Source: an optimization exercise on an open RTL-to-GDS flow (aim: small area, a short achievable clock period and few clock cycles). Production flows keep margins and buffers that such runs may drop. RTL that was checked went through simulation tests only; none was proved equivalent to the original.

==> run a: inputs <==
## pgc_units
module pgc_units (
    input  wire        clk,
    input  wire        rst,           
    input  wire        cmd_valid,
    output wire        cmd_ready,
    input  wire [3:0]  cmd_op,
    input  wire [31:0] cmd_opa,
    output reg         rsp_valid,
    output reg         rsp_refused,
    output reg  [31:0] rsp_res
);
Settings: LEC_CHECK=0, CAP_MARGIN=20, CORE_MARGIN=2, CORE_UTILIZATION=40, CTS_BUF_LIST=sky130_fd_sc_hd__clkbuf_4 sky130_fd_sc_hd__clkbuf_8, SETUP_SLACK_MARGIN=5, SLEW_MARGIN=20, SYNTH_HIERARCHICAL=1; clock period 8.0 ns.
standard.sh (not shown) runs the stock make flow with config.mk's settings and CLKGATE_MAP_FILE= SYNTH_SCRIPT=/design/flow/synth_recipe.tcl, a recipe that flattens the netlist after the stock synthesis.
==> flow/flow/run.sh <==
#!/bin/bash
# The standard layout, with one change: the buffer that buffer_ports puts on
# every input and output port is the smallest plain buffer (buf_1) rather
# than the one it picks by default. Each port still gets its own buffer.
set -euo pipefail
export BUFFER_PORTS_ARGS="-buffer_cell sky130_fd_sc_hd__buf_1"
bash standard.sh > standard.log 2>&1
==> run b: changes against run a <==
--- a/flow/design.v
+++ b/flow/design.v
@@ -20,10 +20,12 @@
     localparam [29:0] POS_INIT     = 30'h3F7FFFD0;   
     reg [15:0] crc;
     reg [31:0] lcg;
     reg [29:0] pos;
     reg        busy;      
+    reg  [7:0] crc_b;
+    reg        crc_p;
     function [15:0] crc_update;
         input [15:0] c_in;
         input [7:0]  b;
         reg   [15:0] c;
         integer      i;
@@ -865,10 +867,12 @@
     assign res_next[29] = b_p29 ^ rsp_res[29] ^ b_Gs4_28;
     assign lcg_next[30] = b_p30 ^ b_Gs4_29;
     assign res_next[30] = b_p30 ^ rsp_res[30] ^ b_Gs4_29;
     assign lcg_next[31] = b_p31 ^ b_Gs4_30;
     assign res_next[31] = b_p31 ^ rsp_res[31] ^ b_Gs4_30;
+    wire [15:0] crc_upd = crc_update(crc, crc_b);
+    wire [15:0] crc_cur = crc_p ? crc_upd : crc;
     assign cmd_ready = ~busy;
     wire accept     = cmd_valid & ~busy;
     wire is_crc_new = cmd_op == OP_CRC_NEW;
     wire is_crc_upd = cmd_op == OP_CRC_UPD;
     wire is_sum16   = cmd_op == OP_CRC_SUM16;
@@ -886,19 +890,23 @@
         end
         rsp_refused <= ~busy & (cmd_op[3] | (cmd_op[2] & cmd_op[1]));
         if (busy)
             rsp_res <= res_next;
         else if (is_sum16)
-            rsp_res <= {16'h0000, crc};
+            rsp_res <= {16'h0000, crc_cur};
         else
             rsp_res <= cmd_opa ^ {pos, 2'b00} ^ KEY;
         if (accept) begin
-            if (is_crc_new) crc <= CRC_INIT;
-            if (is_crc_upd) crc <= crc_update(crc, cmd_opa[7:0]);
             if (is_new)     lcg <= cmd_opa;
         end
         if (busy) lcg <= lcg_next;
+        crc_b <= cmd_opa[7:0];
+        crc_p <= accept & is_crc_upd;
+        if (accept & is_crc_new)
+            crc <= CRC_INIT;
+        else if (crc_p)
+            crc <= crc_upd;
         pos <= (accept & is_new) ? POS_INIT : pos ^ (pos_zero & {30{busy}});
     end
 endmodule
 module pgc_fa (
     input  wire a,
==> run c: changes against run a <==
==> flow/flow/run.sh (replaced) <==
#!/bin/bash
set -euo pipefail
export BUFFER_PORTS_ARGS="-buffer_cell sky130_fd_sc_hd__buf_1"
bash standard.sh SETUP_SLACK_MARGIN=5.3 finish > standard.log 2>&1
==> run d: changes against run a <==
--- a/flow/design.v
+++ b/flow/design.v
@@ -34,111 +34,10 @@
             crc_update = c;
         end
     endfunction
     wire [31:0] lcg_next;
     wire [31:0] res_next;
-    wire pz0_1 = ~pos[1] & ~pos[0];
-    wire pz0_3 = ~pos[3] & ~pos[2];
-    wire pz0_5 = ~pos[5] & ~pos[4];
-    wire pz0_7 = ~pos[7] & ~pos[6];
-    wire pz0_9 = ~pos[9] & ~pos[8];
-    wire pz0_11 = ~pos[11] & ~pos[10];
-    wire pz0_13 = ~pos[13] & ~pos[12];
-    wire pz0_15 = ~pos[15] & ~pos[14];
-    wire pz0_17 = ~pos[17] & ~pos[16];
-    wire pz0_19 = ~pos[19] & ~pos[18];
-    wire pz0_21 = ~pos[21] & ~pos[20];
-    wire pz0_23 = ~pos[23] & ~pos[22];
-    wire pz0_25 = ~pos[25] & ~pos[24];
-    wire pz0_27 = ~pos[27] & ~pos[26];
-    wire pz0_29 = ~pos[29] & ~pos[28];
-    wire pz1_2 = ~pos[2] & pz0_1;
-    wire pz1_3 = pz0_3 & pz0_1;
-    wire pz1_6 = ~pos[6] & pz0_5;
-    wire pz1_7 = pz0_7 & pz0_5;
-    wire pz1_10 = ~pos[10] & pz0_9;
-    wire pz1_11 = pz0_11 & pz0_9;
-    wire pz1_14 = ~pos[14] & pz0_13;
-    wire pz1_15 = pz0_15 & pz0_13;
-    wire pz1_18 = ~pos[18] & pz0_17;
-    wire pz1_19 = pz0_19 & pz0_17;
-    wire pz1_22 = ~pos[22] & pz0_21;
-    wire pz1_23 = pz0_23 & pz0_21;
-    wire pz1_26 = ~pos[26] & pz0_25;
-    wire pz1_27 = pz0_27 & pz0_25;
-    wire pz2_4 = ~pos[4] & pz1_3;
-    wire pz2_5 = pz0_5 & pz1_3;
-    wire pz2_6 = pz1_6 & pz1_3;
-    wire pz2_7 = pz1_7 & pz1_3;
-    wire pz2_12 = ~pos[12] & pz1_11;
-    wire pz2_13 = pz0_13 & pz1_11;
-    wire pz2_14 = pz1_14 & pz1_11;
-    wire pz2_15 = pz1_15 & pz1_11;
-    wire pz2_20 = ~pos[20] & pz1_19;
-    wire pz2_21 = pz0_21 & pz1_19;
-    wire pz2_22 = pz1_22 & pz1_19;
-    wire pz2_23 = pz1_23 & pz1_19;
-    wire pz2_28 = ~pos[28] & pz1_27;
-    wire pz2_29 = pz0_29 & pz1_27;
-    wire pz3_8 = ~pos[8] & pz2_7;
-    wire pz3_9 = pz0_9 & pz2_7;
-    wire pz3_10 = pz1_10 & pz2_7;
-    wire pz3_11 = pz1_11 & pz2_7;
-    wire pz3_12 = pz2_12 & pz2_7;
-    wire pz3_13 = pz2_13 & pz2_7;
-    wire pz3_14 = pz2_14 & pz2_7;
-    wire pz3_15 = pz2_15 & pz2_7;
-    wire pz3_24 = ~pos[24] & pz2_23;
-    wire pz3_25 = pz0_25 & pz2_23;
-    wire pz3_26 = pz1_26 & pz2_23;
-    wire pz3_27 = pz1_27 & pz2_23;
-    wire pz3_28 = pz2_28 & pz2_23;
-    wire pz3_29 = pz2_29 & pz2_23;
-    wire pz4_16 = ~pos[16] & pz3_15;
-    wire pz4_17 = pz0_17 & pz3_15;
-    wire pz4_18 = pz1_18 & pz3_15;
-    wire pz4_19 = pz1_19 & pz3_15;
-    wire pz4_20 = pz2_20 & pz3_15;
-    wire pz4_21 = pz2_21 & pz3_15;
-    wire pz4_22 = pz2_22 & pz3_15;
-    wire pz4_23 = pz2_23 & pz3_15;
-    wire pz4_24 = pz3_24 & pz3_15;
-    wire pz4_25 = pz3_25 & pz3_15;
-    wire pz4_26 = pz3_26 & pz3_15;
-    wire pz4_27 = pz3_27 & pz3_15;
-    wire pz4_28 = pz3_28 & pz3_15;
-    wire pz4_29 = pz3_29 & pz3_15;
-    assign pos_zero[0] = 1'b1;
-    assign pos_zero[1] = ~pos[0];
-    assign pos_zero[2] = pz0_1;
-    assign pos_zero[3] = pz1_2;
-    assign pos_zero[4] = pz1_3;
-    assign pos_zero[5] = pz2_4;
-    assign pos_zero[6] = pz2_5;
-    assign pos_zero[7] = pz2_6;
-    assign pos_zero[8] = pz2_7;
-    assign pos_zero[9] = pz3_8;
-    assign pos_zero[10] = pz3_9;
-    assign pos_zero[11] = pz3_10;
-    assign pos_zero[12] = pz3_11;
-    assign pos_zero[13] = pz3_12;
-    assign pos_zero[14] = pz3_13;
-    assign pos_zero[15] = pz3_14;
-    assign pos_zero[16] = pz3_15;
-    assign pos_zero[17] = pz4_16;
-    assign pos_zero[18] = pz4_17;
-    assign pos_zero[19] = pz4_18;
-    assign pos_zero[20] = pz4_19;
-    assign pos_zero[21] = pz4_20;
-    assign pos_zero[22] = pz4_21;
-    assign pos_zero[23] = pz4_22;
-    assign pos_zero[24] = pz4_23;
-    assign pos_zero[25] = pz4_24;
-    assign pos_zero[26] = pz4_25;
-    assign pos_zero[27] = pz4_26;
-    assign pos_zero[28] = pz4_27;
-    assign pos_zero[29] = pz4_28;
     wire a_s0, a_c0;
     pgc_ha a_ha0 (.a(lcg[4]), .b(lcg[0]), .s(a_s0), .co(a_c0));
     wire a_s1, a_c1;
     pgc_fa a_fa1 (.a(lcg[5]), .b(~lcg[3]), .c(lcg[1]), .s(a_s1), .co(a_c1));
     wire a_s2, a_c2;
@@ -872,11 +771,25 @@
     wire is_crc_new = cmd_op == OP_CRC_NEW;
     wire is_crc_upd = cmd_op == OP_CRC_UPD;
     wire is_sum16   = cmd_op == OP_CRC_SUM16;
     wire is_new     = cmd_op == OP_CIPH_NEW;
     wire is_enc     = cmd_op == OP_CIPH_ENC;
-    wire [29:0] pos_zero;     
+    reg  [4:1]  pos_gz;
+    wire [4:1]  pos_gz_d;
+    wire [29:0] pos_zero;
+    genvar gi, gj;
+    generate for (gi = 0; gi < 5; gi = gi + 1) begin : g_pos
+        if (gi == 0) begin : g_first
+            assign pos_zero[0] = 1'b1;
+        end else begin : g_rest
+            assign pos_gz_d[gi] = ~|pos[6*gi-1:0];
+            assign pos_zero[6*gi] = pos_gz[gi];
+        end
+        for (gj = 1; gj < 6; gj = gj + 1) begin : g_bit
+            assign pos_zero[6*gi+gj] = pos_zero[6*gi+gj-1] & ~pos[6*gi+gj-1];
+        end
+    end endgenerate
     always @(posedge clk) begin
         pc_q <= pc_d;
         if (rst) begin
             rsp_valid <= 1'b0;
             busy      <= 1'b0;
@@ -896,10 +809,11 @@
             if (is_crc_upd) crc <= crc_update(crc, cmd_opa[7:0]);
             if (is_new)     lcg <= cmd_opa;
         end
         if (busy) lcg <= lcg_next;
         pos <= (accept & is_new) ? POS_INIT : pos ^ (pos_zero & {30{busy}});
+        pos_gz <= (accept & is_new) ? 4'b0000 : pos_gz_d;    
     end
 endmodule
 module pgc_fa (
     input  wire a,
     input  wire b,
==> flow/flow/run.sh (replaced) <==
#!/bin/bash
set -euo pipefail
export BUFFER_PORTS_ARGS="-buffer_cell sky130_fd_sc_hd__buf_1"
bash standard.sh SETUP_SLACK_MARGIN=5.6 finish > standard.log 2>&1
==> results.json <==
{
  "outcome": "complete, no violations",
  "place_area_mm2": 0.0132,
  "period_share_pct": 36.7,
  "met2_usage_pct": 40.1,
  "regToRegEndpoint": "lcg[28]",
  "synth_edf_count": 48,
  "synthToLayoutAreaGrowth_pct": 42.3,
  "cp-endpoint": "lcg[28]",
  "syn-instance-count": 1016,
  "via_per_inst": 5.08,
  "fin_area_mm2": 0.0168,
  "hold_ws_ps": 526,
  "die_area_mm2": 0.0309,
  "max_stage_delay_ps": 450,
  "gp_congestion": 0.827,
  "vias": 8692,
  "irDropWorstVdd_mv": 0.128,
  "crit_buf_inv": 1
}
That was run d.
==> results.json <==
{
  "fin_area_mm2": 0.0147,
  "regToRegEndpoint": "pos[29]",
  "vias": 7702,
  "cp-endpoint": "pos[29]",
  "period_share_pct": 37.3,
  "hold_ws_ps": 518,
  "irDropWorstVdd_mv": 0.145,
  "gp_congestion": 0.850,
  "synth_edf_count": 48,
  "crit_buf_inv": 1,
  "met2_usage_pct": 33.4,
  "via_per_inst": 4.88,
  "syn-instance-count": 977,
  "outcome": "complete, no violations",
  "place_area_mm2": 0.0124,
  "synth-xor-area-share_pct": 11.5
}
That was run c.
==> results.json <==
{
  "outcome": "complete, no violations",
  "die_area_mm2": 0.0306,
  "cp-endpoint": "lcg[30]",
  "crit_buf_inv": 1,
  "place_area_mm2": 0.0124,
  "gp_congestion": 0.848,
  "max_stage_delay_ps": 550,
  "period_share_pct": 37.5,
  "synth_edf_count": 32,
  "vias": 7521,
  "syn-instance-count": 1011,
  "via_per_inst": 4.84,
  "regToRegEndpoint": "lcg[30]",
  "met2_usage_pct": 32.1
}
That was run b.
==> results.json <==
{
  "outcome": "complete, no violations",
  "fin_area_mm2": 0.0135,
  "syn-instance-count": 977,
  "cp-endpoint": "pc_q[63]",
  "final_common_cell": "fa_1",
  "routed-wl-met3_um": 1240,
  "crit_buf_inv": 0,
  "via_per_inst": 4.88,
  "wl_met2_um": 14100,
  "port_buffers": 73,
  "place_area_mm2": 0.0124,
  "hold_ws_ps": 536,
  "max_stage_delay_ps": 800,
  "gp_congestion": 0.836,
  "synthToLayoutAreaGrowth_pct": 17.3,
  "met2_usage_pct": 33.2,
  "synth_edf_count": 48,
  "period_share_pct": 37.0,
  "die_area_mm2": 0.0302,
  "crit_arrival_ps": 3310
}
That was run a.
Testbench counts of run a, summed over its fixed seeds: cycles 25,286.
Testbench counts of run c, summed over its fixed seeds: cycles 25,286.
The RTL of run b and run d was laid out without a check of its function.

## port drivers added, routing unchanged
How much do the figures lean on ideal ports? The routed layouts below were timed once more, with nothing changed but the port constraints. Step 1, drivers: a clkbuf_16 drives clk and a buf_2 each remaining input, both assumed. Step 2 times the ports against the registers' clock, not the clock port: input delays grow and output delays shrink by t, the midpoint of the rising clock arrivals with the driver on. Slacks: ideal / step 1 / step 2; pairs: ideal / step 1.
run | t, ns | setup slack, ns | worst hold slack (ns) | latest minus earliest clock arrival (ns) | worst data-port slew with drivers (ns)
run a | 0.512 | 5.043 / 5.043 / 4.561 | 0.536 / 0.536 / 0.536 | 0.014 / 0.014 | 0.06
run b | 0.524 | 5.001 / 4.962 / 4.814 | 0.528 / 0.528 / 0.528 | 0.020 / 0.019 | 0.06
run c | 0.520 | 5.016 / 5.016 / 4.550 | 0.518 / 0.518 / 0.518 | 0.022 / 0.022 | 0.07
run d | 0.524 | 5.061 / 5.061 / 4.750 | 0.526 / 0.526 / 0.526 | 0.029 / 0.029 | 0.09
After both steps setup and hold are still met in every run listed. For run a, which loses most, drivers alone change the setup slack by 0.000 ns; drivers and shift together by -0.482 ns.
